Background: an optimization exercise with open tools, aiming at small area, a short achievable clock period and few clock cycles. Do not read the settings as production practice. At most, simulation tests tie the RTL to the original design; equivalence was not proved.

== the baseline ==
Design phpb_serial, start of the top module:
module phpb_serial (
    input  wire        clk,
    input  wire        rst,             
    input  wire        cfg_guard_en,    
    input  wire [16:0] cfg_max_len,     
    input  wire        cfg_drop_zero,   
    input  wire        rx_in_valid,
    output wire        rx_in_ready,
    input  wire [7:0]  rx_in_data,
    input  wire        rx_in_last,      
    output wire        rx_out_valid,
    input  wire        rx_out_ready,
    output wire [7:0]  rx_out_data,
    output wire        rx_out_sop,
    output wire        rx_out_eop,
    output wire [47:0] rx_out_hdr,      
    output wire [16:0] rx_out_tlen,     
    input  wire        tx_in_valid,
    output wire        tx_in_ready,
    input  wire [7:0]  tx_in_data,
    output wire        tx_out_valid,
    input  wire        tx_out_ready,
    output wire [7:0]  tx_out_data,
    output reg  [15:0] cnt_rx_pkt,
    output reg  [15:0] cnt_malformed,
    output reg  [15:0] cnt_zero_drop
);
    reg [15:0] m;           
    reg        g_never;     
    reg        g_always;    
    reg        dz;
    always @(posedge clk) begin
        m        <= cfg_max_len[15:0] - 16'd7;
        g_never  <= !cfg_guard_en || (cfg_max_len >= 17'd65542);
        g_always <= cfg_guard_en && (cfg_max_len < 17'd7);
        dz       <= cfg_drop_zero;
    end
  ...
Size in the first run: ~890 cells after synthesis, about 200 flip-flops.
==> flow/config.mk <==
export PLATFORM = sky130hd
export DESIGN_NAME = phpb_serial
export DESIGN_NICKNAME = phpb_serial
export VERILOG_FILES = /design/flow/design.v
export SDC_FILE = /design/flow/constraint.sdc
export NUM_CORES = 4
export LEC_CHECK = 0
export CAP_MARGIN = 20
export CORE_MARGIN = 2
export CORE_UTILIZATION = 40
export SETUP_SLACK_MARGIN = 3.5
export SLEW_MARGIN = 20
==> flow/constraint.sdc <==
create_clock -name core_clock -period 6.0 [get_ports {clk}]
set_input_delay 1.2000 -clock core_clock [delete_from_list [all_inputs] [get_ports {clk}]]
set_output_delay 1.2000 -clock core_clock [all_outputs]
set_load 0.01 [all_outputs]
standard.sh (not shown) runs the stock make flow with config.mk's settings and CLKGATE_MAP_FILE= SYNTH_SCRIPT=/design/flow/synth_recipe.tcl, a recipe that flattens the netlist after the stock synthesis.
==> flow/flow/run.sh <==
#!/bin/bash
# Standard layout, with the port buffers made from buf_2 cells instead of the
# resizer's default choice. Full tool output goes to flow_standard.log.
set -euo pipefail
export BUFFER_PORTS_ARGS="-buffer_cell sky130_fd_sc_hd__buf_2"
bash standard.sh > flow_standard.log 2>&1
Testbench counts of the baseline, summed over its fixed seeds: cycles 123,313.
## Diff of input files: the candidate against the baseline
diff --git a/flow/design.v b/flow/design.v
--- a/flow/design.v
+++ b/flow/design.v
@@ -45,17 +45,17 @@
     wire take = rx_in_valid && rdy;
     assign rx_in_ready = rdy;
     reg        pend;        
     reg        body;        
     reg        disc;        
     reg        drop;        
     reg [2:0]  hc;          
-    reg [5:0]  tt;          
-    reg [5:0]  ct;          
-    reg [47:0] sr;          
+    reg [4:0]  tt;          
+    reg [4:0]  ct;          
+    reg [39:0] sr;          
     reg        tl_a, tl_b;  
     reg        zf;          
     reg [16:0] remain;      
     reg        rend;        
     reg        ov, osop, oeop;
     reg [7:0]  od;
     reg        ev_pkt, ev_mal, ev_zero;
@@ -63,24 +63,24 @@
     wire other  = !ib_ff && !ib_00;
     wire absorb = !pend && ib_ff;           
     wire split  = pend && other;            
     wire [7:0] tdata = pend ? {8{!ib_00}} : ib_d;
     wire tlast  = ib_l && !split;
     wire tgt_lo = split ? (m[7:0] != 8'hFF) : ib_gt;
     wire too_long = tl_a || (tl_b && tgt_lo);
-    wire [5:0] tsel = tt & ~{1'b0, tt[5:1]};
+    wire [4:0] tsel = tt & ~{1'b0, tt[4:1]};
     wire [7:0] top_byte = ({8{tsel[0]}} & sr[7:0])   | ({8{tsel[1]}} & sr[15:8])  |
                           ({8{tsel[2]}} & sr[23:16]) | ({8{tsel[3]}} & sr[31:24]) |
-                          ({8{tsel[4]}} & sr[39:32]) | ({8{tsel[5]}} & sr[47:40]);
+                          ({8{tsel[4]}} & sr[39:32]);
     wire [16:0] tlen_new = {1'b0, sr[7:0], tdata} + 17'd7;
     wire hc5   = (hc == 3'd5);
     wire ofree = !ov || rx_out_ready;
     wire acc = ib_v && (absorb || disc ||
-                        (hdr  && !tt[5] && (!hc5 || (!ct[0] && !ov))) ||
-                        (body && (drop || (!tt[5] && !(ov && osop)))));
+                        (hdr  && (hc5 ? (!ct[0] && !ov) : !tt[4])) ||
+                        (body && (drop || (!tt[4] && !(ov && osop)))));
     wire tok      = acc && !absorb;             
     wire push     = tok && (hdr || (body && !drop));
     wire complete = tok && hdr && hc5;
     wire zdrop    = dz && zf;
     wire hdr_ok   = complete && !too_long && !zdrop;
     wire hdr_bad  = complete && too_long;
     wire btok     = tok && body;
@@ -91,39 +91,39 @@
     wire       n_pend = acc ? absorb : pend;
     wire       n_body = complete ? !too_long : (body && !body_end);
     wire       n_disc = complete ? (too_long && !tlast) : (disc && !(acc && tlast));
     wire       n_drop = complete ? zdrop : drop;
     wire [2:0] n_hc   = complete ? 3'd0 : ((tok && hdr) ? hc + 3'd1 : hc);
     wire       n_ov   = load || (ov && !rx_out_ready);
     wire       n_osop = load ? hdr_ok : osop;
-    wire [5:0] n_tt   = (complete && !hdr_ok) ? 6'd0 :
-                        (push && !load)      ? {tt[4:0], 1'b1} :
-                        (load && !push)      ? {1'b0, tt[5:1]} : tt;
-    wire [5:0] n_ct   = hdr_ok              ? 6'b011111 :
-                        (bpush && !load)     ? {ct[4:0], 1'b1} :
-                        (load && !bpush)     ? {1'b0, ct[5:1]} : ct;
+    wire [4:0] n_tt   = (complete && !hdr_ok) ? 5'd0 :
+                        (push && !load)      ? {tt[3:0], 1'b1} :
+                        (load && !push)      ? {1'b0, tt[4:1]} : tt;
+    wire [4:0] n_ct   = hdr_ok              ? 5'b11111 :
+                        (bpush && !load)     ? {ct[3:0], 1'b1} :
+                        (load && !bpush)     ? {1'b0, ct[4:1]} : ct;
     wire       n_ibv  = take || (ib_v && !cons);
     wire       n_ff   = take ? (rx_in_data == 8'hFF) : ib_ff;
     wire       n_00   = take ? (rx_in_data == 8'h00) : ib_00;
     wire       n_hdr  = !n_body && !n_disc;
     wire       n_hc5  = (n_hc == 3'd5);
     wire g_cons = !(n_pend && !n_ff && !n_00) &&
                   (n_disc || (!n_pend && n_ff) ||
-                   (n_hdr  && !n_tt[5] && (!n_hc5 || (!n_ct[0] && !n_ov))) ||
-                   (n_body && (n_drop || (!n_tt[5] && !(n_ov && n_osop)))));
+                   (n_hdr  && (n_hc5 ? (!n_ct[0] && !n_ov) : !n_tt[4])) ||
+                   (n_body && (n_drop || (!n_tt[4] && !(n_ov && n_osop)))));
     always @(posedge clk) begin
         if (take) begin
             ib_d  <= rx_in_data;
             ib_l  <= rx_in_last;
             ib_ff <= (rx_in_data == 8'hFF);
             ib_00 <= (rx_in_data == 8'h00);
             ib_gt <= (rx_in_data > m[7:0]);
         end
         if (push)
-            sr <= {sr[39:0], tdata};
+            sr <= {sr[31:0], tdata};
         if (tok && hdr) begin
             if (hc == 3'd0) zf <= (tdata == 8'h00);
             if (hc == 3'd4) begin
                 tl_a <= g_always || (!g_never && (tdata > m[15:8]));
                 tl_b <= !g_always && !g_never && (tdata == m[15:8]);
             end
         end
@@ -143,16 +143,16 @@
             rdy     <= 1'b1;
             ib_v    <= 1'b0;
             pend    <= 1'b0;
             body    <= 1'b0;
             disc    <= 1'b0;
             drop    <= 1'b0;
             hc      <= 3'd0;
-            tt      <= 6'd0;
-            ct      <= 6'd0;
+            tt      <= 5'd0;
+            ct      <= 5'd0;
             ov      <= 1'b0;
             ev_pkt  <= 1'b0;
             ev_mal  <= 1'b0;
             ev_zero <= 1'b0;
         end else begin
             rdy     <= !n_ibv || g_cons;
             ib_v    <= n_ibv;
@@ -183,15 +183,15 @@
                 cnt_zero_drop <= cnt_zero_drop + 16'd1;
         end
     end
     assign rx_out_valid = ov;
     assign rx_out_data  = od;
     assign rx_out_sop   = osop;
     assign rx_out_eop   = oeop;
-    assign rx_out_hdr   = sr;
+    assign rx_out_hdr   = {od, sr};    
     assign rx_out_tlen  = remain;
     reg       trdy;
     reg       tov;
     reg [7:0] tod;
     reg       tpv, tpb;
     reg       sv;
     reg [7:0] sd;
### Flow results
- The candidate has count of clock buffers in the final design below what the baseline had.
- When the candidate is measured against the baseline, its overall fraction of global-route tracks in use turns out 0.34 points higher.
- Compare the baseline and the candidate | cell count lower: the candidate
- The lower worst slack on hold paths of the baseline and the candidate is in the baseline.
- | worst-case reg-to-reg path depth | higher: the candidate |
- Cmp the baseline and the candidate / total die area / lower: the candidate
- Going from the baseline to the candidate, pin count of the biggest net entering global routing saw a decrease; total detailed-routing wirelength saw a decrease; fraction of layout cells with a size suffix above 1 saw a decrease.
The RTL of the candidate was laid out without a check of its function.

what the ideal ports hide:
The flow's constraints put no driver on any port. The routed layouts listed below were extracted and timed again, unchanged, in two steps. Step 1 (the two cells are an assumption about what drives the block):
set clk [get_ports {clk}]
set_driving_cell -lib_cell sky130_fd_sc_hd__clkbuf_16 $clk
set_driving_cell -lib_cell sky130_fd_sc_hd__buf_2 [delete_from_list [all_inputs] $clk]
Step 2 moves the port delays by t, midway between the first and last clock arrival at a register: inputs arrive t later, outputs are due t later. That takes back most of the time a late clock gives input paths. a / b / c = ideal ports / drivers / drivers and shift; a / b = the first two.
| run | t, ns | slack for setup (ns) | slew at the worst register clock pin (ns) | worst data-port slew with drivers (ns) | pins driven straight from the clock port |
|---|---|---|---|---|---|
| the baseline | 0.554 | 3.434 / 3.434 / 3.018 | 0.06 / 0.06 | 0.06 | 1 |
| the candidate | 0.472 | 3.115 / 3.115 / 2.675 | 0.08 / 0.08 | 0.06 | 1 |
After both steps every run listed still meets setup and hold. For the candidate, which loses most, drivers alone change the setup slack by 0.000 ns; drivers and shift together by -0.440 ns.
